Context: an optimization exercise on an open-source flow, tuned for small area, a short achievable clock period and few clock cycles per item. The choices shown serve that exercise and are no tape-out recipe. Function was checked by simulation only, so behaviour that the tests miss may differ from the original.

**flow/design.v**
```verilog
module bc4_clz32 (
    input  [31:0] v,
    output [5:0]  n
);
    wire [15:0] h = v[31:16], l = v[15:0];
    wire        hz = ~|h;
    wire [15:0] s16 = hz ? l : h;
    wire        z8 = ~|s16[15:8];
    wire [7:0]  s8 = z8 ? s16[7:0] : s16[15:8];
    wire        z4 = ~|s8[7:4];
    wire [3:0]  s4 = z4 ? s8[3:0] : s8[7:4];
    wire        z2 = ~|s4[3:2];
    wire [1:0]  s2 = z2 ? s4[1:0] : s4[3:2];
    wire        z1 = ~s2[1];
    wire        zz = hz & ~|l;
    assign n = zz ? 6'd32 : {1'b0, hz, z8, z4, z2, z1};
endmodule
module bc4_fadd (
    input         clk,
    input  [31:0] a,
    input  [31:0] b,
    output [31:0] y
);
    wire a_nan = (&a[30:23]) & (|a[22:0]);
    wire b_nan = (&b[30:23]) & (|b[22:0]);
    wire a_inf = (&a[30:23]) & ~(|a[22:0]);
    wire b_inf = (&b[30:23]) & ~(|b[22:0]);
    wire        spec   = a_nan | b_nan | a_inf | b_inf;
    wire [31:0] spec_y = (a_nan | b_nan | (a_inf & b_inf & (a[31] ^ b[31]))) ? 32'h7fc00000 :
                         a_inf ? a : b;
    wire        swap = b[30:0] > a[30:0];
    wire [7:0]  ea   = {a[30:24], a[23] | ~|a[30:23]};
    wire [7:0]  eb   = {b[30:24], b[23] | ~|b[30:23]};
    wire [7:0]  dab  = ea - eb;
    wire [7:0]  dba  = eb - ea;
    wire [7:0]  d    = swap ? dba : dab;
    wire [31:0] x    = swap ? b : a;
    wire [31:0] z    = swap ? a : b;
    wire [7:0]  ex   = swap ? eb : ea;
    wire [23:0] mx   = {|x[30:23], x[22:0]};
    wire [23:0] mz   = {|z[30:23], z[22:0]};
    wire        sub  = x[31] ^ z[31];
    wire [26:0] mz_ext = {mz, 3'b000};
    wire        far    = (d > 8'd26);
    wire [26:0] mz_sh  = far ? 27'd0 : (mz_ext >> d[4:0]);
    wire        lost   = far ? (|mz) : |(mz_ext & ~({27{1'b1}} << d[4:0]));
    wire [26:0] mz_al  = mz_sh | {26'd0, lost};
    wire [27:0] sum    = sub ? ({1'b0, mx, 3'b000} - {1'b0, mz_al})
                             : ({1'b0, mx, 3'b000} + {1'b0, mz_al});
    reg  [27:0] r_sum;
    reg  [7:0]  r_ex;
    reg         r_sign, r_sub, r_spec;
    reg  [31:0] r_spec_y;
    always @(posedge clk) begin
        r_sum    <= sum;
        r_ex     <= ex;
        r_sign   <= x[31];
        r_sub    <= sub;
        r_spec   <= spec;
        r_spec_y <= spec_y;
    end
    wire [5:0]  lz32;
    bc4_clz32 u_lz (.v({r_sum[26:0], 5'b11111}), .n(lz32));
    wire [4:0]  lz    = lz32[4:0];                     
    wire        big   = r_sum[27];
    wire        norm  = {3'd0, lz} < r_ex;             
    wire [4:0]  sh    = norm ? lz : (r_ex[4:0] - 5'd1);
    wire [26:0] m_l   = r_sum[26:0] << sh;
    wire [26:0] m27   = big ? r_sum[27:1] : m_l;
    wire        stk   = big & r_sum[0];
    wire [7:0]  e_l   = norm ? (r_ex - {3'd0, lz}) : 8'd0;
    wire [7:0]  e_r   = big ? (r_ex + 8'd1) : e_l;
    wire        g     = m27[2];
    wire        s     = |m27[1:0] | stk;
    wire        rup   = g & (s | m27[3]);
    wire [30:0] body  = {e_r, m27[25:3]} + {30'd0, rup};
    wire        ovf   = big & (&r_ex[7:1]);            
    wire        zero  = ~|r_sum;
    assign y = r_spec ? r_spec_y :
               ovf    ? {r_sign, 8'hff, 23'd0} :
               zero   ? {r_sign & ~r_sub, 31'd0} :
               {r_sign, body};
endmodule
module bc4_fmul (
    input         clk,
    input  [31:0] a,
    input  [31:0] b,
    output [31:0] y
);
    wire a_nan  = (&a[30:23]) & (|a[22:0]);
    wire b_nan  = (&b[30:23]) & (|b[22:0]);
    wire a_inf  = (&a[30:23]) & ~(|a[22:0]);
    wire b_inf  = (&b[30:23]) & ~(|b[22:0]);
    wire a_zero = ~(|a[30:0]);
    wire b_zero = ~(|b[30:0]);
    wire sign   = a[31] ^ b[31];
    wire        spec   = a_nan | b_nan | a_inf | b_inf | a_zero | b_zero;
    wire [31:0] spec_y = (a_nan | b_nan | (a_inf & b_zero) | (b_inf & a_zero)) ? 32'h7fc00000 :
                         (a_inf | b_inf) ? {sign, 8'hff, 23'd0} : {sign, 31'd0};
    wire [7:0]  ea = {a[30:24], a[23] | ~|a[30:23]};
    wire [7:0]  eb = {b[30:24], b[23] | ~|b[30:23]};
    wire [23:0] ma = {|a[30:23], a[22:0]};
    wire [23:0] mb = {|b[30:23], b[22:0]};
    wire [47:0] p  = ma * mb;
    wire signed [9:0] e0 = $signed({2'd0, ea}) + $signed({2'd0, eb}) - 10'sd127;
    reg  [47:0] r_p;
    reg  signed [9:0] r_e0;
    reg         r_sign, r_spec;
    reg  [31:0] r_spec_y;
    always @(posedge clk) begin
        r_p      <= p;
        r_e0     <= e0;
        r_sign   <= sign;
        r_spec   <= spec;
        r_spec_y <= spec_y;
    end
    wire [5:0]  lzh, lzl;
    bc4_clz32 u_lzh (.v(r_p[47:16]), .n(lzh));
    bc4_clz32 u_lzl (.v({r_p[15:0], 16'hffff}), .n(lzl));
    wire [5:0]  lz    = lzh[5] ? (6'd32 + lzl) : lzh;               
    wire        norm  = $signed({4'd0, lz}) <= r_e0;                
    wire        rsh   = ~norm & r_e0[9];                            
    wire [5:0]  lsh   = norm ? lz : (r_e0[9] ? 6'd0 : r_e0[5:0]);
    wire [9:0]  nr    = -r_e0;
    wire [5:0]  rsa   = (nr > 10'd48) ? 6'd48 : nr[5:0];
    wire [47:0] pl    = r_p << lsh;
    wire [95:0] pr    = {r_p, 48'd0} >> rsa;
    wire [47:0] pn    = rsh ? pr[95:48] : pl;
    wire        lostr = rsh & (|pr[47:0]);
    wire signed [9:0] e_r = norm ? (r_e0 + 10'sd1 - $signed({4'd0, lz})) : 10'sd0;
    wire        ovf   = norm & (e_r >= 10'sd255);
    wire [26:0] m27   = pn[47:21];
    wire        g     = m27[2];
    wire        s     = |m27[1:0] | (|pn[20:0]) | lostr;
    wire        rup   = g & (s | m27[3]);
    wire [30:0] body  = {e_r[7:0], m27[25:3]} + {30'd0, rup};
    assign y = r_spec ? r_spec_y :
               ovf    ? {r_sign, 8'hff, 23'd0} :
               {r_sign, body};
endmodule
module bc4_fround (
    input         sign,
    input  signed [11:0] eb,
    input  [26:0] m27,
    input         sticky,
    output [31:0] y
);
    wire        denorm = (eb < 12'sd1);
    wire [11:0] shamt  = 12'd1 - eb;
    wire        allout = denorm && (shamt > 12'd27);
    wire [26:0] lostm  = ~({27{1'b1}} << shamt[4:0]);
    wire [26:0] m_sh   = allout ? 27'd0 : (denorm ? (m27 >> shamt[4:0]) : m27);
    wire        st2    = allout ? (|m27) : (denorm ? |(m27 & lostm) : 1'b0);
    wire [23:0] mant   = m_sh[26:3];
    wire        g      = m_sh[2];
    wire        s      = |m_sh[1:0] | sticky | st2;
    wire        rup    = g & (s | mant[0]);
    wire        ovf    = !denorm && (eb >= 12'sd255);
    wire [7:0]  expf   = denorm ? 8'd0 : eb[7:0];
    wire [30:0] body   = {expf, mant[22:0]} + {30'd0, rup};
    assign y = ovf ? {sign, 8'hff, 23'd0} : {sign, body};
endmodule
module bc4_fdiv #(parameter BPC = 4) (
    input         clk,
    input         start,
    input  [31:0] a,
    input  [31:0] b,
    output        done,
    output [31:0] y
);
    localparam NIT = 28 / BPC;
    wire a_nan  = (&a[30:23]) & (|a[22:0]);
    wire b_nan  = (&b[30:23]) & (|b[22:0]);
    wire a_inf  = (&a[30:23]) & ~(|a[22:0]);
    wire b_inf  = (&b[30:23]) & ~(|b[22:0]);
    wire a_zero = ~(|a[30:0]);
    wire b_zero = ~(|b[30:0]);
    wire [7:0]  ea  = {a[30:24], a[23] | ~|a[30:23]};
    wire [7:0]  eb  = {b[30:24], b[23] | ~|b[30:23]};
    wire [5:0]  lza, lzb;
    bc4_clz32 u_lza (.v({|a[30:23], a[22:0], 8'hff}), .n(lza));
    bc4_clz32 u_lzb (.v({|b[30:23], b[22:0], 8'hff}), .n(lzb));
    wire [23:0] ma  = {|a[30:23], a[22:0]} << lza[4:0];
    wire [23:0] mb  = {|b[30:23], b[22:0]} << lzb[4:0];
    reg [3:0]  cnt;
    reg [24:0] rem;
    reg [23:0] dvs;
    reg [27:0] q;
    reg        sign;
    reg signed [11:0] e_base;
    reg [1:0]  special;    
    reg [24:0] r_n;
    reg [27:0] q_n;
    reg [25:0] t;
    integer j;
    always @* begin
        r_n = rem;
        q_n = q;
        for (j = 0; j < BPC; j = j + 1) begin
            t = {1'b0, r_n} - {2'b00, dvs};
            if (!t[25]) begin
                q_n = {q_n[26:0], 1'b1};
                r_n = {t[23:0], 1'b0};
            end else begin
                q_n = {q_n[26:0], 1'b0};
                r_n = {r_n[23:0], 1'b0};
            end
        end
    end
    always @(posedge clk) begin
        if (start) begin
            cnt    <= NIT[3:0];
            sign   <= a[31] ^ b[31];
            rem    <= {1'b0, ma};
            dvs    <= mb;
            q      <= 28'd0;
            e_base <= $signed({4'd0, ea}) - $signed({6'd0, lza})
                      - $signed({4'd0, eb}) + $signed({6'd0, lzb}) + 12'sd126;
            if (a_nan | b_nan | (a_zero & b_zero) | (a_inf & b_inf))
                special <= 2'd1;
            else if (a_inf | b_zero)
                special <= 2'd2;
            else if (a_zero | b_inf)
                special <= 2'd3;
            else
                special <= 2'd0;
        end else if (cnt != 4'd0) begin
            rem <= r_n;
            q   <= q_n;
            cnt <= cnt - 4'd1;
        end
    end
    assign done = (cnt == 4'd0);
    wire [26:0] m27   = q[27] ? q[27:1] : q[26:0];
    wire        stk   = (q[27] & q[0]) | (|rem);
    wire signed [11:0] e_r = q[27] ? (e_base + 12'sd1) : e_base;
    wire [31:0] y_r;
    bc4_fround u_rnd (.sign(sign), .eb(e_r), .m27(m27), .sticky(stk), .y(y_r));
    assign y = (special == 2'd1) ? 32'h7fc00000 :
               (special == 2'd2) ? {sign, 8'hff, 23'd0} :
               (special == 2'd3) ? {sign, 31'd0} :
               y_r;
endmodule
module bc4_fdivc (
    input         clk,
    input  [31:0] a,
    input         sev,
    output [31:0] y
);
    localparam NB = 29;    
    localparam S1 = 15;    
    wire [28:0] num = {1'b1, a[22:0], 5'd0};
    reg  [2:0]  r1;
    reg  [S1-1:0] q1;
    reg  [3:0]  v;
    integer j;
    always @* begin
        r1 = 3'd0;
        q1 = {S1{1'b0}};
        for (j = NB - 1; j >= NB - S1; j = j - 1) begin
            v  = {r1, num[j]};
            if (v >= (sev ? 4'd7 : 4'd5)) begin
                q1 = {q1[S1-2:0], 1'b1};
                r1 = v - (sev ? 4'd7 : 4'd5);
            end else begin
                q1 = {q1[S1-2:0], 1'b0};
                r1 = v[2:0];
            end
        end
    end
    reg  [2:0]  r_r;
    reg  [S1-1:0] r_q;
    reg  [13:0] r_num;
    reg         r_sev, r_zero, r_sign;
    reg  [7:0]  r_e;
    always @(posedge clk) begin
        r_r    <= r1;
        r_q    <= q1;
        r_num  <= num[NB-S1-1:0];
        r_sev  <= sev;
        r_zero <= ~|a[30:0];
        r_sign <= a[31];
        r_e    <= a[30:23];
    end
    reg  [2:0]  r2;
    reg  [NB-1:0] q;
    reg  [3:0]  v2;
    always @* begin
        r2 = r_r;
        q  = {{(NB-S1){1'b0}}, r_q};
        for (j = NB - S1 - 1; j >= 0; j = j - 1) begin
            v2 = {r2, r_num[j]};
            if (v2 >= (r_sev ? 4'd7 : 4'd5)) begin
                q  = {q[NB-2:0], 1'b1};
                r2 = v2 - (r_sev ? 4'd7 : 4'd5);
            end else begin
                q  = {q[NB-2:0], 1'b0};
                r2 = v2[2:0];
            end
        end
    end
    wire        top  = q[26];
    wire [26:0] m27  = top ? q[26:0] : {q[25:0], 1'b0};
    wire        stk  = |r2;
    wire [7:0]  eb   = top ? (r_e - 8'd2) : (r_e - 8'd3);
    wire        g    = m27[2];
    wire        s    = |m27[1:0] | stk;
    wire        rup  = g & (s | m27[3]);
    wire [30:0] body = {eb, m27[25:3]} + {30'd0, rup};
    assign y = r_zero ? {r_sign, 31'd0} : {r_sign, body};
endmodule
module bc4_encoder (
    input              clk,
    input              rst,         
    input              start,       
    input              is_signed,   
    input      [511:0] samples,     
    output             ready,
    output             done,        
    output     [63:0]  block,
    output     [3:0]   iters,
    output             six
);
    localparam [31:0] F_ZERO  = 32'h00000000;
    localparam [31:0] F_HALF  = 32'h3F000000;
    localparam [31:0] F_ONE   = 32'h3F800000;
    localparam [31:0] F_MONE  = 32'hBF800000;
    localparam [31:0] F_RSTOP = 32'h3B800000;   
    localparam [31:0] F_GSTOP = 32'h3C800000;   
    localparam [31:0] F_255   = 32'h437F0000;
    localparam [31:0] F_127   = 32'h42FE0000;
    function [31:0] f_small(input [2:0] v);
        case (v)
            3'd0: f_small = 32'h00000000;
            3'd1: f_small = 32'h3F800000;
            3'd2: f_small = 32'h40000000;
            3'd3: f_small = 32'h40400000;
            3'd4: f_small = 32'h40800000;
            3'd5: f_small = 32'h40A00000;
            3'd6: f_small = 32'h40C00000;
            default: f_small = 32'h40E00000;
        endcase
    endfunction
    function [31:0] c_weight(input six_pt, input [2:0] k);
        if (six_pt)
            case (k)
                3'd0: c_weight = 32'h3F800000;
                3'd1: c_weight = 32'h3F4CCCCD;
                3'd2: c_weight = 32'h3F19999A;
                3'd3: c_weight = 32'h3ECCCCCD;
                3'd4: c_weight = 32'h3E4CCCCD;
                default: c_weight = 32'h00000000;
            endcase
        else
            case (k)
                3'd0: c_weight = 32'h3F800000;
                3'd1: c_weight = 32'h3F5B6DB7;
                3'd2: c_weight = 32'h3F36DB6E;
                3'd3: c_weight = 32'h3F124925;
                3'd4: c_weight = 32'h3EDB6DB7;
                3'd5: c_weight = 32'h3E924925;
                3'd6: c_weight = 32'h3E124925;
                default: c_weight = 32'h00000000;
            endcase
    endfunction
    function [36:0] c_sq(input six_pt, input [2:0] k);
        if (six_pt)
            case (k)
                3'd0: c_sq = 37'h100000000;
                3'd1: c_sq = 37'h0A3D70B00;
                3'd2: c_sq = 37'h05C28F600;
                3'd3: c_sq = 37'h028F5C2C0;
                3'd4: c_sq = 37'h00A3D70B0;
                default: c_sq = 37'h0;
            endcase
        else
            case (k)
                3'd0: c_sq = 37'h100000000;
                3'd1: c_sq = 37'h0BC14E600;
                3'd2: c_sq = 37'h0829CBC00;
                3'd3: c_sq = 37'h053978300;
                3'd4: c_sq = 37'h02F053980;
                3'd5: c_sq = 37'h014E5E0C0;
                3'd6: c_sq = 37'h005397830;
                default: c_sq = 37'h0;
            endcase
    endfunction
    function signed [9:0] f2i(input [31:0] v);
        reg [23:0] m;
        reg [8:0]  mag;
        begin
            m = {1'b1, v[22:0]};
            if (v[30:23] < 8'd127)
                mag = 9'd0;
            else if (v[30:23] > 8'd135)
                mag = 9'd511;
            else
                mag = m >> (8'd150 - v[30:23]);
            f2i = v[31] ? -$signed({1'b0, mag}) : $signed({1'b0, mag});
        end
    endfunction
    function is_nan(input [31:0] v);
        is_nan = (&v[30:23]) & (|v[22:0]);
    endfunction
    function f_lt(input [31:0] a, input [31:0] b);
        if ((a[30:0] == 31'd0) && (b[30:0] == 31'd0))
            f_lt = 1'b0;
        else if (a[31] != b[31])
            f_lt = a[31];
        else if (a[31])
            f_lt = a[30:0] > b[30:0];
        else
            f_lt = a[30:0] < b[30:0];
    endfunction
    function f_eq(input [31:0] a, input [31:0] b);
        f_eq = (a == b) || ((a[30:0] == 31'd0) && (b[30:0] == 31'd0));
    endfunction
    function f_le(input [31:0] a, input [31:0] b);
        f_le = f_lt(a, b) || f_eq(a, b);
    endfunction
    function [31:0] clampv(input [31:0] v, input [31:0] l, input [31:0] h);
        if (is_nan(v) || f_lt(v, l))
            clampv = l;
        else if (f_lt(h, v))
            clampv = h;
        else
            clampv = v;
    endfunction
    function [31:0] f_half(input [31:0] x);
        reg [23:0] m;
        begin
            m = {x[23], x[22:0]};
            if (x[30:24] != 7'd0)
                f_half = {x[31], x[30:23] - 8'd1, x[22:0]};
            else
                f_half = {x[31], 8'd0, m[23:1]} + {31'd0, m[0] & m[1]};
        end
    endfunction
    function [31:0] f_recip(input signed [9:0] a, input sg);
        reg [7:0]  mag;
        reg [2:0]  p;
        reg [39:0] rep;
        reg [24:0] w;
        reg [7:0]  ex;
        integer j;
        begin
            mag = a[9] ? -a[7:0] : a[7:0];
            p = 3'd0;
            for (j = 0; j < 8; j = j + 1)
                if (mag[j]) p = j;
            if (sg) begin
                rep = {mag[6:0], mag[6:0], mag[6:0], mag[6:0], mag[6:0], 5'd0} << (3'd6 - p);
                ex  = 8'd120 + {5'd0, p};
            end else begin
                rep = {mag, mag, mag, mag, mag} << (3'd7 - p);
                ex  = 8'd119 + {5'd0, p};
            end
            w = rep[39:15];
            if (mag == 8'd0)
                f_recip = 32'h00000000;
            else
                f_recip = {a[9], {ex, w[23:1]} + {30'd0, w[0]}};
        end
    endfunction
    function [31:0] f_smul(input [31:0] r, input [2:0] j);
        reg [26:0] pr;
        reg [1:0]  sh;
        reg [23:0] mt;
        reg        g, s;
        begin
            pr = {1'b1, r[22:0]} * j;
            sh = pr[26] ? 2'd3 : pr[25] ? 2'd2 : pr[24] ? 2'd1 : 2'd0;
            mt = pr >> sh;
            g  = (sh == 2'd0) ? 1'b0 : pr[sh - 2'd1];
            s  = (sh == 2'd3) ? |pr[1:0] : (sh == 2'd2) ? pr[0] : 1'b0;
            if (r[30:0] == 31'd0)
                f_smul = {r[31], 31'd0};
            else
                f_smul = {r[31], {r[30:23] + {6'd0, sh}, mt[22:0]} + {30'd0, g & (s | mt[0])}};
        end
    endfunction
    function [36:0] fx_round(input [36:0] v);
        reg [36:0] t, low, grd, stk, lsb;
        reg        rup;
        begin
            t = v | (v >> 1);
            t = t | (t >> 2);
            t = t | (t >> 4);
            t = t | (t >> 8);
            t = t | (t >> 16);
            t = t | (t >> 32);
            low = t >> 24;
            grd = low ^ (low >> 1);
            stk = low >> 1;
            lsb = grd << 1;
            rup = (|(v & grd)) & ((|(v & stk)) | (|(v & lsb)));
            fx_round = (v & ~low) + (rup ? lsb : 37'd0);
        end
    endfunction
    function [31:0] fx_float(input [36:0] v);
        reg [5:0]  p;
        reg [36:0] n;
        integer j;
        begin
            p = 6'd0;
            for (j = 0; j < 37; j = j + 1)
                if (v[j]) p = j;
            n = v << (6'd36 - p);
            if (v == 37'd0)
                fx_float = 32'h00000000;
            else
                fx_float = {1'b0, 8'd95 + {2'd0, p}, n[35:13]};
        end
    endfunction
    localparam [2:0]
        S_IDLE = 3'd0,
        S_SCAN = 3'd1,
        S_MODE = 3'd2,
        S_IT   = 3'd3,
        S_FIN  = 3'd4,
        S_NEAR = 3'd5,
        S_DONE = 3'd6;
    reg [2:0]  state;
    reg [6:0]  c;           
    reg [3:0]  it;          
    reg [31:0] s  [0:15];   
    reg [2:0]  st [0:15];   
    reg [31:0] stp [1:6];   
    reg        sgn;         
    reg        n6;          
    reg        cnt;         
    reg [31:0] X, Y;
    reg [31:0] hx, hy;
    reg [31:0] dX, dY;      
    reg [36:0] d2X, d2Y;    
    reg [31:0] stp0, stpn;  
    reg [31:0] a0r, a1r, mr, mr0, dvq;
    reg        gxs, gys;    
    reg signed [9:0] e0, e1;
    reg [31:0] r0, r1;      
    reg [31:0] pa, pb;
    reg        pal8, peq;
    reg [47:0] idx;
    wire [31:0] lo   = sgn ? F_MONE : F_ZERO;
    wire [31:0] hi   = F_ONE;
    wire [2:0]  nm1  = n6 ? 3'd5 : 3'd7;
    wire [31:0] fnm1 = n6 ? 32'h40A00000 : 32'h40E00000;
    wire [31:0] dscl = sgn ? F_127 : F_255;
    wire [31:0] p    = s[0];
    localparam BPC = 2;
    localparam DVL = (28 + BPC - 1) / BPC + 2;
    localparam [6:0] T0_6 = (DVL > 9)  ? DVL : 9;
    localparam [6:0] T0_8 = (DVL > 13) ? DVL : 13;
    localparam [6:0] UX = 36 + DVL;           
    localparam [6:0] UY = 36 + 2 * DVL;       
    wire [6:0]  T0   = n6 ? T0_6 : T0_8;       
    wire [6:0]  U0   = T0 + 7'd16;             
    wire [6:0]  ST2  = n6 ? 7'd10 : 7'd14;     
    wire [6:0]  cT   = c - T0;
    wire [6:0]  cU   = c - U0;
    reg  [31:0] a0_a, a0_b, a1_a, a1_b, m_a, m_b, dv_a, dv_b;
    reg         a0_sub, a1_sub;
    reg  [1:0]  a0_tag;     
    reg  [2:0]  a1_tag;     
    reg  [2:0]  m_tag;      
    reg         dv_go;
    reg  [1:0]  a0_t;
    reg  [2:0]  a1_t, m_t;
    reg  [2:0]  a1_k;
    reg  [2:0]  a1_kq;
    reg         cd_go;
    reg         cd_v;
    reg  [2:0]  cd_kq;
    wire [31:0] a0_y, a1_y, m_y, dv_y, cd_y;
    wire        dv_done;
    bc4_fadd  u_a0 (.clk(clk), .a(a0_a), .b({a0_b[31] ^ a0_sub, a0_b[30:0]}), .y(a0_y));
    bc4_fadd  u_a1 (.clk(clk), .a(a1_a), .b({a1_b[31] ^ a1_sub, a1_b[30:0]}), .y(a1_y));
    bc4_fmul  u_m  (.clk(clk), .a(m_a), .b(m_b), .y(m_y));
    bc4_fdiv #(.BPC(BPC)) u_dv (.clk(clk), .start(dv_go), .a(dv_a), .b(dv_b), .done(dv_done), .y(dv_y));
    bc4_fdivc u_cd (.clk(clk), .a(a0r), .sev(pal8), .y(cd_y));
    wire [3:0]  i_a  = cU[4:1];                
    wire [3:0]  i_m  = cU[4:1] - 4'd1;         
    wire [3:0]  i_d  = cU[4:1] - 4'd2;         
    wire [2:0]  k_a  = st[i_a];
    wire [2:0]  k_m  = st[i_m];
    wire [2:0]  k_d  = st[i_d];
    wire        acc_d = !(n6 && k_d[2:1] == 2'b11);
    reg  [31:0] stp_k;
    always @* begin
        case (k_a)
            3'd0: stp_k = stp0;
            3'd1: stp_k = stp[1];
            3'd2: stp_k = stp[2];
            3'd3: stp_k = stp[3];
            3'd4: stp_k = stp[4];
            3'd5: stp_k = n6 ? stpn : stp[5];
            3'd6: stp_k = stp[6];
            default: stp_k = stpn;
        endcase
    end
    wire [31:0] pal [0:7];
    assign pal[0] = r0;
    assign pal[1] = r1;
    assign pal[2] = stp[1];
    assign pal[3] = stp[2];
    assign pal[4] = stp[3];
    assign pal[5] = stp[4];
    assign pal[6] = stp[5];
    assign pal[7] = stp[6];
    reg  [7:0]  le, lt;       
    reg  [7:0]  ale, alt;     
    reg  [7:0]  ohl, ohu;     
    reg  [2:0]  rk [0:7];
    reg  [2:0]  kl, ku;
    integer j;
    always @* begin
        for (j = 0; j < 8; j = j + 1) begin
            le[j] = f_le(pal[j], p);
            lt[j] = f_lt(pal[j], p);
        end
        if (pal8) begin
            rk[0] = 3'd1; rk[1] = 3'd7; rk[2] = 3'd6; rk[3] = 3'd5;
            rk[4] = 3'd4; rk[5] = 3'd3; rk[6] = 3'd2; rk[7] = 3'd0;
        end else begin
            rk[0] = 3'd6; rk[1] = 3'd0; rk[2] = 3'd2; rk[3] = 3'd3;
            rk[4] = 3'd4; rk[5] = 3'd5; rk[6] = 3'd1; rk[7] = 3'd7;
        end
        for (j = 0; j < 8; j = j + 1) begin
            ale[j] = le[rk[j]];
            alt[j] = lt[rk[j]];
        end
        for (j = 0; j < 8; j = j + 1) begin
            ohl[j] = ale[j] & ((j == 7) ? 1'b1 : ~ale[(j + 1) % 8]);
            ohu[j] = ~alt[j] & ((j == 0) ? 1'b1 : alt[(j + 7) % 8]);
        end
        kl = rk[0];
        ku = rk[7];
        for (j = 0; j < 8; j = j + 1) begin
            if (ohl[j]) kl = rk[j];
            if (ohu[j]) ku = rk[j];
        end
        if (ohl == 8'd0) kl = ku;    
        if (ohu == 8'd0) ku = kl;    
    end
    reg  [31:0] nl, nu;       
    reg  [2:0]  nkl, nku;     
    reg  [2:0]  nk0, nk1;     
    reg  [2:0]  nk0b, nk1b;
    wire [2:0]  ik0 = peq ? (c[0] ? 3'd3 : 3'd0) : nkl;
    wire [2:0]  ik1 = peq ? (c[0] ? (f_lt(p, r0) ? 3'd6 : 3'd7) : 3'd2) : nku;
    reg  [31:0] bd;           
    reg  [2:0]  bk;
    wire [31:0] d0a = {1'b0, a0r[30:0]};
    wire [31:0] d1a = {1'b0, a1r[30:0]};
    wire        take1 = f_lt(d1a, d0a) || (f_eq(d1a, d0a) && (nk1b < nk0b));
    wire [31:0] pd  = take1 ? d1a : d0a;
    wire [2:0]  pk  = take1 ? nk1b : nk0b;
    wire [2:0] kst = c[3:1] - 3'd1;    
    always @* begin
        a0_a = Y;  a0_b = X;  a0_sub = 1'b1; a0_tag = 2'd0;
        a1_a = Y;  a1_b = F_ONE; a1_sub = 1'b0; a1_tag = 3'd0; a1_k = 3'd0;
        m_a  = X;  m_b  = dscl; m_tag = 3'd0;
        dv_a = fnm1; dv_b = a0r; dv_go = 1'b0;
        cd_go = 1'b0;
        case (state)
            S_IT: begin
                if (c == 7'd0 && it != 4'd8) begin
                    a0_a = Y; a0_b = X; a0_sub = 1'b1; a0_tag = 2'd1;
                    a1_a = Y; a1_b = F_ONE; a1_sub = 1'b0; a1_tag = 3'd1;
                end
                if (c == 7'd2 && !f_lt(a0r, F_RSTOP)) begin
                    dv_a = fnm1; dv_b = a0r; dv_go = 1'b1;
                end
                if (c >= 7'd3 && c <= ST2) begin
                    if (c[0]) begin
                        m_a = c_weight(n6, c[3:1]); m_b = X; m_tag = 3'd2;
                    end else begin
                        m_a = c_weight(n6, nm1 - kst); m_b = Y; m_tag = 3'd1;
                    end
                end
                if (c >= 7'd6 && c <= ST2 + 7'd2 && !c[0]) begin
                    a1_a = mr0; a1_b = mr; a1_sub = 1'b0; a1_tag = 3'd2; a1_k = c[3:1] - 3'd2;
                end
                if (cT < 7'd16) begin
                    a0_a = p; a0_b = X; a0_sub = 1'b1; a0_tag = 2'd1;
                end
                if (cT >= 7'd2 && cT < 7'd18) begin
                    m_a = a0r; m_b = dvq; m_tag = 3'd1;
                end
                if (cT >= 7'd4 && cT < 7'd20) begin
                    a1_a = mr; a1_b = F_HALF; a1_sub = 1'b0; a1_tag = 3'd1;
                end
                if (cU < 7'd32 && !cU[0] && !(n6 && k_a[2:1] == 2'b11)) begin
                    a0_a = stp_k; a0_b = p; a0_sub = 1'b1; a0_tag = 2'd1;
                end
                if (cU >= 7'd2 && cU < 7'd34) begin
                    m_a = cU[0] ? c_weight(n6, nm1 - k_m) : c_weight(n6, k_m);
                    m_b = a0r; m_tag = 3'd1;
                end
                if (cU >= 7'd4 && cU < 7'd36 && acc_d) begin
                    a1_a = cU[0] ? dY : dX; a1_b = mr; a1_sub = 1'b0;
                    a1_tag = cU[0] ? 3'd4 : 3'd3;
                end
                if (cU == 7'd36) begin
                    m_a = dX; m_b = dX; m_tag = 3'd3;
                    dv_a = dX; dv_b = d2X[31:0]; dv_go = f_lt(F_ZERO, d2X[31:0]);
                end
                if (cU == 7'd37) begin
                    m_a = dY; m_b = dY; m_tag = 3'd4;
                end
                if (cU == UX) begin
                    a0_a = X; a0_b = dvq; a0_sub = 1'b1; a0_tag = f_lt(F_ZERO, d2X[31:0]) ? 2'd2 : 2'd0;
                    dv_a = dY; dv_b = d2Y[31:0]; dv_go = f_lt(F_ZERO, d2Y[31:0]);
                end
                if (cU == UY) begin
                    a0_a = Y; a0_b = dvq; a0_sub = 1'b1; a0_tag = f_lt(F_ZERO, d2Y[31:0]) ? 2'd3 : 2'd0;
                end
            end
            S_FIN: begin
                if (c == 7'd1) begin m_a = X; m_b = dscl; m_tag = 3'd1; end
                if (c == 7'd2) begin m_a = Y; m_b = dscl; m_tag = 3'd1; end
                if (c == 7'd3 || c == 7'd4) begin
                    a0_a = mr; a0_b = F_HALF; a0_sub = f_lt(mr, F_ZERO); a0_tag = 2'd1;
                end
                if (c >= 7'd9 && c < 7'd15) begin
                    a0_a = pa; a0_b = pb; a0_sub = 1'b0; a0_tag = 2'd1;
                end
                if (c >= 7'd11 && c < (pal8 ? 7'd17 : 7'd15))
                    cd_go = 1'b1;
            end
            S_NEAR: begin
                if (!peq) begin
                    if (c >= 7'd1 && c < 7'd17) begin
                        a0_a = nl; a0_b = s[15]; a0_sub = 1'b1; a0_tag = 2'd1;
                        a1_a = nu; a1_b = s[15]; a1_sub = 1'b1; a1_tag = 3'd1;
                    end
                end else begin
                    if (c < 7'd32) begin
                        a0_a = c[0] ? stp[2] : r0;
                        a0_b = p; a0_sub = 1'b1; a0_tag = 2'd1;
                        a1_a = c[0] ? (f_lt(p, r0) ? lo : F_ONE) : stp[1];
                        a1_b = p; a1_sub = 1'b1; a1_tag = 3'd1;
                    end
                end
            end
            default: ;
        endcase
    end
    reg  [5:0]  ple_d, pge_d;   
    reg         le0_a, gen_a, le0_r, gen_r;
    reg  [2:0]  st_new;
    always @* begin
        if (le0_r)
            st_new = (n6 && ple_d[5]) ? 3'd6 : 3'd0;
        else if (gen_r)
            st_new = (n6 && pge_d[5]) ? 3'd7 : nm1;
        else
            st_new = f2i(a1r);
    end
    wire [31:0] p_cl = clampv(p, lo, hi);
    wire        p_in = f_lt(lo, p_cl) && f_lt(p_cl, hi);
    wire [31:0] x_cl = clampv(X, lo, hi);
    wire [31:0] y_cl = clampv(Y, lo, hi);
    wire signed [9:0] q_u = f2i(mr);
    wire signed [9:0] q_t = f2i(a0r);
    wire signed [9:0] q_s = (q_t > 10'sd127) ? 10'sd127 :
                            (q_t < -10'sd127) ? -10'sd127 : q_t;
    wire [2:0]  pk_k = c[2:0] - 3'd6;
    wire [2:0]  pj0  = pal8 ? (3'd0 - pk_k) : (3'd6 - pk_k);
    wire [2:0]  pj1  = pk_k - 3'd1;
    wire [2:0]  k_q  = st[cT[3:0] - 4'd7];
    wire        acc_q = !(n6 && k_q[2:1] == 2'b11);
    assign ready = (state == S_IDLE) || (state == S_DONE);
    assign done  = (state == S_DONE);
    assign block = {idx, e1[7:0], e0[7:0]};
    assign iters = it;
    assign six   = n6;
    always @(posedge clk) begin
        a0_t  <= a0_tag;
        a1_t  <= a1_tag;
        a1_kq <= a1_k;
        m_t   <= m_tag;
        cd_v  <= cd_go;
        cd_kq <= c[2:0] - 3'd2;
        nk0   <= ik0;
        nk1   <= ik1;
        nk0b  <= nk0;
        nk1b  <= nk1;
        if (dv_done) dvq <= dv_y;
        case (a0_t)
            2'd1: a0r <= a0_y;
            2'd2: X   <= a0_y;
            2'd3: Y   <= a0_y;
            default: ;
        endcase
        case (a1_t)
            3'd1: a1r <= a1_y;
            3'd2: stp[a1_kq] <= a1_y;
            3'd3: dX  <= a1_y;
            3'd4: dY  <= a1_y;
            default: ;
        endcase
        case (m_t)
            3'd1: mr  <= m_y;
            3'd2: mr0 <= m_y;
            3'd3: gxs <= f_lt(m_y, F_GSTOP);
            3'd4: gys <= f_lt(m_y, F_GSTOP);
            default: ;
        endcase
        if (cd_v) stp[cd_kq] <= cd_y;
        if (rst) begin
            state <= S_IDLE;
        end else begin
            case (state)
                S_IDLE, S_DONE: begin
                    if (start) begin
                        for (j = 0; j < 16; j = j + 1)
                            s[j] <= samples[32*j +: 32];
                        sgn   <= is_signed;
                        c     <= 7'd0;
                        state <= S_SCAN;
                    end else begin
                        state <= S_IDLE;
                    end
                end
                S_SCAN: begin
                    for (j = 0; j < 15; j = j + 1)
                        s[j] <= s[j+1];
                    s[15] <= p_cl;
                    if (c == 7'd0) begin
                        dX  <= p_cl;
                        dY  <= p_cl;
                        cnt <= p_in;
                        X   <= p_in ? p_cl : hi;
                        Y   <= p_in ? p_cl : lo;
                    end else begin
                        if (f_lt(p_cl, dX)) dX <= p_cl;
                        if (f_lt(dY, p_cl)) dY <= p_cl;
                        if (p_in) begin
                            cnt <= 1'b1;
                            if (f_lt(p_cl, X)) X <= p_cl;
                            if (f_lt(Y, p_cl)) Y <= p_cl;
                        end
                    end
                    c <= c + 7'd1;
                    if (c == 7'd15)
                        state <= S_MODE;
                end
                S_MODE: begin
                    it <= 4'd0;
                    c  <= 7'd0;
                    if (f_eq(dX, lo) || f_eq(dY, hi)) begin
                        n6 <= 1'b1;
                        if (!cnt) Y <= hi;
                    end else begin
                        n6 <= 1'b0;
                        X  <= dX;
                        Y  <= dY;
                    end
                    state <= S_IT;
                end
                S_IT: begin
                    c <= c + 7'd1;
                    if (c == 7'd0) begin
                        if (it == 4'd8) begin
                            state <= S_FIN;
                        end
                        hx   <= f_half(X);
                        stp0 <= (X[30:0] == 31'd0) ? {X[31] & Y[31], 31'd0} : X;
                        stpn <= (Y[30:0] == 31'd0) ? {X[31] & Y[31], 31'd0} : Y;
                        d2X  <= 37'd0;
                        d2Y  <= 37'd0;
                        dX   <= F_ZERO;
                        dY   <= F_ZERO;
                    end
                    if (c == 7'd2) begin
                        hy <= f_half(a1r);
                        if (f_lt(a0r, F_RSTOP))
                            state <= S_FIN;
                    end
                    if (cT < 7'd16) begin
                        for (j = 0; j < 15; j = j + 1)
                            s[j] <= s[j+1];
                        s[15] <= p;
                    end
                    ple_d <= {ple_d[4:0], f_le(p, hx)};
                    pge_d <= {pge_d[4:0], f_le(hy, p)};
                    le0_a <= f_le(mr, F_ZERO);
                    gen_a <= f_le(fnm1, mr);
                    le0_r <= le0_a;
                    gen_r <= gen_a;
                    if (cT >= 7'd6 && cT < 7'd22)
                        st[cT[3:0] - 4'd6] <= st_new;
                    if (cT >= 7'd7 && cT < 7'd23 && acc_q) begin
                        d2X <= fx_round(d2X + c_sq(n6, k_q));
                        d2Y <= fx_round(d2Y + c_sq(n6, nm1 - k_q));
                    end
                    if (cT == 7'd23) begin
                        d2X <= {5'd0, fx_float(d2X)};
                        d2Y <= {5'd0, fx_float(d2Y)};
                    end
                    if (cU < 7'd32 && cU[0]) begin
                        for (j = 0; j < 15; j = j + 1)
                            s[j] <= s[j+1];
                        s[15] <= p;
                    end
                    if (cU == UY + 7'd2) begin
                        it <= it + 4'd1;
                        if (f_lt(Y, X)) begin
                            X <= Y;
                            Y <= X;
                        end
                        c <= 7'd0;
                        if (gxs && gys)
                            state <= S_FIN;
                    end
                    if ((c == 7'd0 && it == 4'd8) || (c == 7'd2 && f_lt(a0r, F_RSTOP)))
                        c <= 7'd0;
                end
                S_FIN: begin
                    c <= c + 7'd1;
                    if (c == 7'd0) begin
                        X <= n6 ? x_cl : y_cl;    
                        Y <= n6 ? y_cl : x_cl;    
                    end
                    if (c == 7'd3 && !sgn) e0 <= q_u;
                    if (c == 7'd4 && !sgn) e1 <= q_u;
                    if (c == 7'd5 && sgn)  e0 <= q_s;
                    if (c == 7'd6 && sgn)  e1 <= q_s;
                    if (c == 7'd7) begin
                        r0   <= f_recip(e0, sgn);
                        r1   <= f_recip(e1, sgn);
                        pal8 <= (e0 > e1);
                        peq  <= (e0 == e1);
                    end
                    if (c >= 7'd8 && c < 7'd14) begin
                        pa <= f_smul(r0, pj0);
                        pb <= f_smul(r1, pj1);
                    end
                    if (c == 7'd8 && !pal8) begin
                        stp[5] <= lo;
                        stp[6] <= hi;
                    end
                    if (c == 7'd18) begin
                        c     <= 7'd0;
                        state <= S_NEAR;
                    end
                end
                S_NEAR: begin
                    c <= c + 7'd1;
                    if (!peq) begin
                        if (c < 7'd16) begin
                            nl  <= pal[kl];
                            nu  <= pal[ku];
                            nkl <= kl;
                            nku <= ku;
                            for (j = 0; j < 15; j = j + 1)
                                s[j] <= s[j+1];
                            s[15] <= p;
                        end
                        if (c >= 7'd3 && c < 7'd19)
                            idx <= {pk, idx[47:3]};
                        if (c == 7'd18)
                            state <= S_DONE;
                    end else begin
                        if (c < 7'd32 && c[0]) begin
                            for (j = 0; j < 15; j = j + 1)
                                s[j] <= s[j+1];
                            s[15] <= p;
                        end
                        if (c >= 7'd2 && !c[0]) begin
                            bd <= pd;
                            bk <= pk;
                        end
                        if (c >= 7'd3 && c[0])
                            idx <= {f_lt(pd, bd) ? pk : bk, idx[47:3]};
                        if (c == 7'd33)
                            state <= S_DONE;
                    end
                end
                default: state <= S_IDLE;
            endcase
        end
    end
endmodule
```
**flow/run.sh**
```bash
#!/bin/bash
# synth_recipe.tcl (not shown) runs the flow's synth.tcl, then flattens the netlist and writes it again
# the make line also repeats each setting of config.mk as NAME=value (left out here)
make -C /OpenROAD-flow-scripts/flow DESIGN_CONFIG=/design/flow/config.mk WORK_HOME=/design/flow/orfs CLKGATE_MAP_FILE= SYNTH_SCRIPT=/design/flow/synth_recipe.tcl finish
```
**flow/config.mk**
```make
export PLATFORM = sky130hd
export DESIGN_NAME = bc4_encoder
export DESIGN_NICKNAME = bc4_encoder
export VERILOG_FILES = /design/flow/design.v
export SDC_FILE = /design/flow/constraint.sdc
export NUM_CORES = 8
export LEC_CHECK = 0
export CAP_MARGIN = 20
export CORE_MARGIN = 2
export CORE_UTILIZATION = 30
export PLACE_DENSITY = 0.5
export SLEW_MARGIN = 20
```
**flow/constraint.sdc**
```tcl
create_clock -name core_clock -period 25.0 [get_ports {clk}]
set_input_delay 5.0000 -clock core_clock [delete_from_list [all_inputs] [get_ports {clk}]]
set_output_delay 5.0000 -clock core_clock [all_outputs]
set_load 0.01 [all_outputs]
```
==> run summary <==
## cell type report
class	instances	area, µm²
Antenna cell	211	528
Clock buffer	361	7390
Clock inverter	130	1460
Fill cell	69675	434000
Inverter	1645	6180
Multi-Input combinational cell	19779	135000
Sequential cell	1943	53500
Tap cell	8879	11100
Timing Repair Buffer	1673	14100
## how the worst min path moves through the flow
stage,end,slack (ps),cells after the start
after floorplan,nk0b[0]$_DFF_P_,310,0
after global placement,nk0b[1]$_DFF_P_,310,0
after detailed placement,nk0b[2]$_DFF_P_,310,0
after CTS,nk0b[0]$_DFF_P_,280,0
after global routing,nk0b[0]$_DFF_P_,290,0
final,nk0b[0]$_DFF_P_,260,0
## kinds of logic after synthesis
group / count (synthesis) / synth area share, %
AO/OA/AOI/OAI: 6562 / 21.0
XOR/XNOR: 681 / 2.99
adder cells (fa/ha/maj): 1892 / 14.0
buffers and inverters: 3341 / 6.35
flip-flops: 1943 / 26.8
multiplexers: 1389 / 8.00
other: 2 / 0.00376
AND/OR/NAND/NOR: 9251 / 20.9
## worst reg2reg max path: cells and delay by family (launching register included)
family	cells	cell delay (ps)
and+or+nand+nor	27	6350
AOI/OAI and AO/OA	18	5780
adders and majority gates	20	5070
xor gates and xnor gates	5	1320
DFF	1	370
buffers and inverters	4	360
muxes	2	270
## registers in the layout, summed over array words and instances (netlist names), 37 cells and up
name     count
u_m.r_p     48
d2X         37
d2Y         37
st          48
idx         48
stp        192
s          512
## Yosys cell counts (71+ instances only)
master and number:
nand2_1 4245, nor2_1 1932, a21oi_1 1855, inv_1 1612
o21ai_0 1521, clkbuf_1 1457, edfxtp_1 1455, ha_1 1311
mux2i_1 1054, fa_1 578, nor3_1 547, nand3_1 545
dfxtp_1 488, xnor2_1 480, nand4_1 297, nor4_1 294
a21o_1 293, o22ai_1 269, nand2b_1 258, a31oi_1 242
nor2b_1 240, a211oi_1 233, o211ai_1 232, and2_1 220
a22oi_1 206, xor2_1 200, mux2_2 185, buf_1 175
o21a_1 171, and3_1 150, mux4_2 146, o21bai_1 138
o221ai_1 137, or3_1 129, o31ai_1 122, a221oi_1 120
or2_2 98, a21boi_0 74, a221o_1 72, nor3b_1 71
## through the flow
step	cells	setup slack [ps]	area [µm²]	hold slack [ps]
2_1_floorplan	25063	6240	200000	310
3_3_place_gp	33915	4740	220000	315
3_5_place_dp	33916	5330	220000	314
4_1_cts	34407	5230	229000	284
5_1_grt	34500	3340	229000	289
6_report	34621	5180	229000	260
## metal layers
layer  vias up  part of all wire (%)
met5         -                 0.049
li1      90763                     -
met2     13312                    41
met3      3117                    11
met4        92                   8.2
met1    106082                    40
==> metrics.yaml <==
drc: 0
globalRouteMet3Util_pct: 10.1
antenna_found_initial: 273
path_depth: 76
cp.arrival_ps: 20570
htreeDepth: 5
layout_common_cells: "4229 x nand2_1, 1893 x nor2_1, 1813 x a21oi_1, 1591 x inv_1, 1498 x o21ai_0"
grt_pass1_wl_um: 1720000
clockBufferDepth: 4
first_global_vias: 195995
synth_edf_count: 1455
finalSetupViolCount: 0
syn_avg_cell_area_um2: 7.97
wl_per_cell_um: 37.4
firstDrtPassIters: 10
hpwl_um: 984000
die_h_um: 820
synth_top_area_cell: "edfxtp_1"
critPathKind: "register to register"
wl_um: 1290000
port_buffers: 586
fin_setup_tns_ps: 0
final_common_cell: "nand2_1"
fmax_mhz: 50.4
busiest_layer: "met2"
final_max_slew_viol_count: 0
start_kind: "register"
hold_path_class: "register to register"
tritoncts: "done"
synth_top_area_share_pct: 21.9
critPathRequiredTime_ps: 25750
yosysSeqAreaShare_pct: 26.8
area_delta_synth_final_pct: 14.8
ys_ff_latch: 1943
core_area_um2: 663000
r2r_slack_ps: 5180
via_per_inst: 6.16
maxSlewHeadroom_pct: 8.71
path_buf_inv: 4
drive_gt1_share_pct: 9.14
gp_congestion: 1.07
dieArea_um2: 672000
slowest_stage: "a2111oi_1"
synth_cell_types: 124
synth.cell_area_um2: 200000
fin_nets: 27718
grt_max_degree: 199
grt_util_met2_pct: 53.0
use_met1_pct: 47.4
cp-endpoint: "stp[4][21]$_DFFE_PP_"
skew_ps: 82.5
reg2reg_from: "u_cd.r_sev$_DFF_P_"
grt_use_total_pct: 36.8
worstSetupEndpointType: "register"
rsz0062_at_grt: "false"
slowest_delay_ps: 780
startpoint: "u_cd.r_sev$_DFF_P_"
grt-ovfl-total: 0
top_level_ports: 587
ys.flop_type: "edfxtp_1"
crit_fanout: 16
crit_path_frequent_cell: "ha_1"
maxCapViolCount: 0
drtIter0Drc: 30186
clkLatencyLatePin_ps: 1040
hold_violations: 0
hold_buffers: 0
ant_nets: 0
finalCritPeriodShare_pct: 79.3
final_core_util_pct: 34.6
synth_area_leaders: "edfxtp_1 22%, ha_1 8.2%, nand2_1 8.0%, fa_1 5.8%, mux2i_1 5.3%"
row_count: 299
numCtsBuffers: 271
cts_resized: 0
vias: 213366
clock-root-buffer: "clkbuf_16"
cts.clk_slew.worst_paths_ps: 60
min-delay-start: "nk0[0]$_DFF_P_"
die_w_um: 820
post_cts.repair.setup_buffers: 0
tightest_slew_ps: 1370
postSynthCellCount: 25061
clock-sinks: 1943
reg2regPathDepth: 76
run_status: "timing/DRC/antenna clean"
yosysWarnings: 7
synthArstFlopShare_pct: 0
crit_family: "simple AND/OR/NAND/NOR gates"
start_util_pct: 30.1
r2r_end: "stp[4][21]$_DFFE_PP_"
finalCriticalPeriod_ps: 19820
Testbench counts, summed over its fixed seeds: cycles 80,025, blocks 512.

## port drivers added, routing unchanged
Ports are ideal in the flow. The routed layout listed here was re-timed in OpenROAD.
Step 1, drivers: a clkbuf_16 drives clk and a buf_2 each remaining input, both assumed.
Step 2, shift: input delay + t, output delay - t, t = (earliest + latest rising clock arrival at the registers) / 2. This alone moves slack from input paths to output paths.
a / b / c = ideal ports / drivers / drivers and shift; a / b = the first two.
t (ns): 1.153
slack for setup (ns): 5.176 / 5.176 / 5.176
clock arrival spread, ns: 0.098 / 0.097
worst data-port slew with drivers (ns): 0.23
cell pins on the clock port's net: 1
After both steps this run still meets setup and hold. The setup slack of this run moves by 0.000 ns with the drivers and by 0.000 ns with both steps.
